This design comes from an exercise in tuning for small area, a short achievable clock period and few clock cycles on the open sky130 flow, not from production work. In this exercise RTL edits were held to simulation tests only and were not proved equivalent to the original. Power and IR drop assume default switching activity.

job 7549:
// mscc
module mscc (
    input  wire        clk,
    input  wire        rst_n,             
    input  wire        cmd_valid,
    input  wire [31:0] cmd_word,
    input  wire [31:0] cmd_now,
    input  wire        comm_seen,
    input  wire [3:0]  phys_overload,
    input  wire [3:0]  phys_lock,
    input  wire [3:0]  phys_hw_fault,
    input  wire [3:0]  phys_wd_fault,
    input  wire [63:0] phys_power_raw,
    input  wire [63:0] phys_pulse_count,
    input  wire [63:0] phys_window_ms,
    input  wire [3:0]  sim_overload,
    input  wire [3:0]  sim_lock,
    input  wire [3:0]  sim_hw_fault,
    input  wire [3:0]  sim_wd_fault,
    input  wire [63:0] sim_power_raw,
    input  wire [63:0] sim_pulse_count,
    input  wire [63:0] sim_window_ms,
    output wire        res_valid,
    output wire [31:0] res_word,
    output wire [3:0]  start_out,
    output wire [3:0]  reset_out,
    output wire [7:0]  duty
);
Size: about 7400 cells after synthesis, about 1100 flip-flops, ~530 I/O pins.
make LEC_CHECK=0 CAP_MARGIN=20 CORE_MARGIN=2 CORE_UTILIZATION=55 CTS_BUF_LIST='sky130_fd_sc_hd__clkbuf_4 sky130_fd_sc_hd__clkbuf_8' PLACE_DENSITY=0.7 SETUP_SLACK_MARGIN=5 SLEW_MARGIN=20 finish   # period 12.0 ns
run.sh (not shown) runs the stock make flow with config.mk's settings and CLKGATE_MAP_FILE= SYNTH_SCRIPT=/design/flow/synth_recipe.tcl, a recipe that flattens the netlist after the stock synthesis.
Testbench counts of job 7549, summed over its fixed seeds: cycles 33,098.
What job 6267 does differently from job 7549 at the input level:
Settings: removing CTS_BUF_LIST (formerly sky130_fd_sc_hd__clkbuf_4 sky130_fd_sc_hd__clkbuf_8).
==> flow/flow/run.sh (new file) <==
#!/bin/bash
set -uo pipefail
export BUFFER_PORTS_ARGS="-buffer_cell sky130_fd_sc_hd__buf_1"
export CTS_ARGS="-sink_clustering_enable -repair_clock_nets -dont_use_dummy_load"
bash standard.sh > standard_make.log 2>&1
status=$?
tail -n 40 standard_make.log
exit $status
==> flow/standard.sh (new file) <==
#!/bin/bash
# synth_recipe.tcl (not shown) runs the flow's synth.tcl, then flattens the netlist and writes it again
# the make line also repeats each setting of config.mk as NAME=value (left out here)
make -C /OpenROAD-flow-scripts/flow DESIGN_CONFIG=/design/flow/config.mk WORK_HOME=/design/flow/orfs CLKGATE_MAP_FILE= SYNTH_SCRIPT=/design/flow/synth_recipe.tcl "${@:-finish}"
removed: flow/run.sh
--- outcome ---
Diff job 7549 -> job 6267: number of post-CTS setup repair buffers has decreased, cell internal power dissipation has decreased. The multi-input logic area number comes out lower for job 6267 vs job 7549. Going from job 7549 to job 6267, the critical path depth was found to have gone up by 3.
[inputs] job 4302 vs job 6267
Settings: ABC_AREA now 1, previously not set.
==> flow/run.sh (new file) <==
#!/bin/bash
# synth_recipe.tcl (not shown) runs the flow's synth.tcl, then flattens the netlist and writes it again
# the make line also repeats each setting of config.mk as NAME=value (left out here)
make -C /OpenROAD-flow-scripts/flow DESIGN_CONFIG=/design/flow/config.mk WORK_HOME=/design/flow/orfs CLKGATE_MAP_FILE= SYNTH_SCRIPT=/design/flow/synth_recipe.tcl finish
removed: flow/flow/run.sh
removed: flow/standard.sh
## What came out
Every run in the comparison, job 4302 and job 6267, completed the flow with a clean layout.
Diff job 6267 -> job 4302: proportion of cell area occupied by multi-input gates lower; fmax went up by about 3.6%.
Job 4302 vs job 6267, cell at the slowest stage of the critical path: sky130_fd_sc_hd__a221o_1 vs sky130_fd_sc_hd__or4_4
Looking at aggregate routed wire length, job 4302 sits 23 mm above job 6267.
Job 4302 vs job 6267: clock power up in job 4302
Job 6267 → job 4302: number of non-clock buffers in the layout rose 10%; met3 global-route usage grew by 1.7 points; final instance area climbed about 6%; period utilization decreased by 2.2 points relative to the old numbers; share of the synthesized netlist area taken by xor and xnor gates saw a decrease.
[job 4302] clock buffer and inverter area fraction after layout rose 1.2 points relative to job 6267
For number of placed instances, taps included, dividing the value from job 6267 by the value from job 4302 gives 0.851.
#### Input delta (job 7697 over job 4302)
==> flow/flow/run.sh (new file) <==
#!/bin/bash
set -uo pipefail
export BUFFER_PORTS_ARGS="-buffer_cell sky130_fd_sc_hd__buf_1"
export CTS_ARGS="-sink_clustering_enable -repair_clock_nets -dont_use_dummy_load"
bash standard.sh > standard_make.log 2>&1
status=$?
tail -n 40 standard_make.log
exit $status
==> flow/standard.sh (new file) <==
#!/bin/bash
# synth_recipe.tcl (not shown) runs the flow's synth.tcl, then flattens the netlist and writes it again
# the make line also repeats each setting of config.mk as NAME=value (left out here)
make -C /OpenROAD-flow-scripts/flow DESIGN_CONFIG=/design/flow/config.mk WORK_HOME=/design/flow/orfs CLKGATE_MAP_FILE= SYNTH_SCRIPT=/design/flow/synth_recipe.tcl "${@:-finish}"
removed: flow/run.sh
Notes after the runs:
- Job 7697 | stages: all done | timing, DRC, antenna: all pass
- Job 7697 vs. job 4302: proportion of register bits with asynchronous set or reset after synthesis closely matched the old numbers; transition time at the pin with the least slew margin decreased by 12 ps relative to the old numbers; power density over the cells decreased by 4.3% relative to the old numbers; sequential share of layout area increased by 2.0 points relative to the old numbers; tightest hold margin decreased by 85 ps relative to the old numbers.
- Job 7697 vs job 4302 — critical path depth rose 2.
- The power of the clock network of job 7697 was superior to that of job 4302.
- On antenna violation net count after detailed routing, job 7697 and job 4302 are neck and neck.

* * *

Another version of the RTL of mscc (not shown whole).
For scale: about 8,100 cells after synthesis, ~530 I/O pins.
==> flow/config.mk <==
export PLATFORM = sky130hd
export DESIGN_NAME = mscc
export DESIGN_NICKNAME = mscc
export VERILOG_FILES = /design/flow/design.v
export SDC_FILE = /design/flow/constraint.sdc
export NUM_CORES = 4
export LEC_CHECK = 0
export CAP_MARGIN = 20
export CORE_MARGIN = 2
export CORE_UTILIZATION = 55
export PLACE_DENSITY = 0.7
export SETUP_SLACK_MARGIN = 5
export SLEW_MARGIN = 20
==> flow/constraint.sdc <==
create_clock -name core_clock -period 12.0 [get_ports {clk}]
set_input_delay 2.4000 -clock core_clock [delete_from_list [all_inputs] [get_ports {clk}]]
set_output_delay 2.4000 -clock core_clock [all_outputs]
set_load 0.01 [all_outputs]
Stock flow here: none of the scripts above is used.
The starting point produced a clean layout.
Testbench counts at the start, summed over its fixed seeds: cycles 33,098.
Edit:
- CORE_UTILIZATION: 55 -> 40
- PLACE_DENSITY: 0.7 -> 0.6
Outcome: Setup slack gets worse by 0.34 ns. Sequential cell count stays the same. Cell count goes up by about 5.4%. Non-clock buffer count goes down by 56. Power goes up by about 2%. Combinational power goes down by about 7%. Sequential share of layout area barely changes. Utilization goes down by 18 points. Register-to-register slack gets better by 0.06 ns. Routed wire length goes down by about 3%.

* * *

mscc, a different RTL version from the one above (not shown whole).
Size: ~9,000 cells after synthesis, about 1,100 flip-flops, ~530 I/O pins, about 70,000 um^2 of cells after synthesis.
export LEC_CHECK = 0
export ABC_AREA = 1
export CAP_MARGIN = 20
export CORE_MARGIN = 2
export CORE_UTILIZATION = 55
export PLACE_DENSITY = 0.7
export SETUP_SLACK_MARGIN = 5
export SLEW_MARGIN = 20
export TNS_END_PERCENT = 10
create_clock -name core_clock -period 12.0 [get_ports {clk}]
standard.sh (not shown) runs the stock make flow with config.mk's settings and CLKGATE_MAP_FILE= SYNTH_SCRIPT=/design/flow/synth_recipe.tcl, a recipe that flattens the netlist after the stock synthesis.
==> flow/flow/run.sh <==
#!/bin/bash
set -uo pipefail
export BUFFER_PORTS_ARGS="-buffer_cell sky130_fd_sc_hd__buf_1"
export CTS_ARGS="-sink_clustering_enable -repair_clock_nets -dont_use_dummy_load"
bash standard.sh > standard_make.log 2>&1
status=$?
tail -n 40 standard_make.log
exit $status
Testbench counts at the start, summed over its fixed seeds: cycles 33,098.
==> next run, changes <==
- TNS_END_PERCENT: 10 -> unset
Result: The changed run completed with no timing, DRC or antenna violations; combinational power goes up by about 4%; total power climbs by 1.3%; synthesized cell count is unchanged; wire length rises by about 2%; register-to-register slack is worse by 40 ps; clock skew increases by 24 ps; sequential share of layout area decreases by 0.70 points.

* * *

## alpha
mscc, a different RTL version from the one above (not shown whole).
For scale: about 530 I/O pins, roughly 76000 um2 of cells after synthesis.
Settings: LEC_CHECK=0, CAP_MARGIN=20, CORE_MARGIN=2, CORE_UTILIZATION=40, PLACE_DENSITY=0.6, SLEW_MARGIN=20; clock period 12.0 ns.
run.sh (not shown) runs the stock make flow with config.mk's settings and CLKGATE_MAP_FILE= SYNTH_SCRIPT=/design/flow/synth_recipe.tcl, a recipe that flattens the netlist after the stock synthesis.
Stock flow here: none of the scripts above is used.
alpha: PASS, flow complete, no timing, DRC or antenna violations
Testbench counts of alpha, summed over its fixed seeds: cycles 32,823.
Input changes introduced in delta (baseline for comparison: alpha):
- SETUP_SLACK_MARGIN newly set to 4
### Flow results
Core occupancy in the finished layout: alpha and delta compared, higher one is delta. Taking alpha as the reference, in delta sequential share of power down 1.0 points; total power per unit cell area level.

-- separate check: timing with driven ports --
In the flow no input, the clock included, has a driving cell. The finished layouts below were timed again as built, in two steps.
Step 1: set_driving_cell puts a clkbuf_16 on clk and a buf_2 on each other input, an assumption about the parent block.
Step 2 also shifts input and output timing later by t, the mid clock arrival at the registers, as if the neighbouring blocks saw the same clock.
Slacks: ideal ports / drivers / drivers and shift; pairs: ideal ports / drivers.
run	t (ns)	setup slack, ns	worst hold slack (ns)	clock arrival spread, ns	slew at the worst register clock pin (ns)
job 7549	1.022	4.064 / 3.983 / 3.985	0.468 / 0.468 / 0.468	0.073 / 0.073	0.08 / 0.08
job 6267	0.814	4.242 / 4.156 / 4.239	0.473 / 0.473 / 0.473	0.112 / 0.112	0.07 / 0.07
job 4302	0.867	4.511 / 4.468 / 3.928	0.468 / 0.468 / 0.468	0.114 / 0.114	0.07 / 0.07
job 7697	0.833	4.548 / 4.510 / 4.129	0.383 / 0.383 / 0.383	0.126 / 0.126	0.07 / 0.07
the first run of note 2	0.876	4.315 / 4.283 / 4.194	0.462 / 0.462 / 0.462	0.086 / 0.086	0.07 / 0.07
the second run of note 2	0.859	3.976 / 3.929 / 3.929	0.455 / 0.455 / 0.455	0.038 / 0.038	0.07 / 0.07
the first run of note 3	0.820	4.462 / 4.422 / 4.422	0.397 / 0.397 / 0.397	0.117 / 0.117	0.07 / 0.07
the second run of note 3	0.845	4.642 / 4.597 / 4.597	0.440 / 0.440 / 0.440	0.143 / 0.144	0.07 / 0.07
alpha	0.887	1.504 / 1.482 / 1.482	0.452 / 0.452 / 0.452	0.047 / 0.046	0.07 / 0.07
delta	0.902	3.945 / 3.798 / 3.682	0.453 / 0.453 / 0.453	0.059 / 0.060	0.07 / 0.07
After both steps every run listed still meets setup and hold. For job 4302, which loses most, drivers alone change the setup slack by -0.043 ns; drivers and shift together by -0.583 ns.
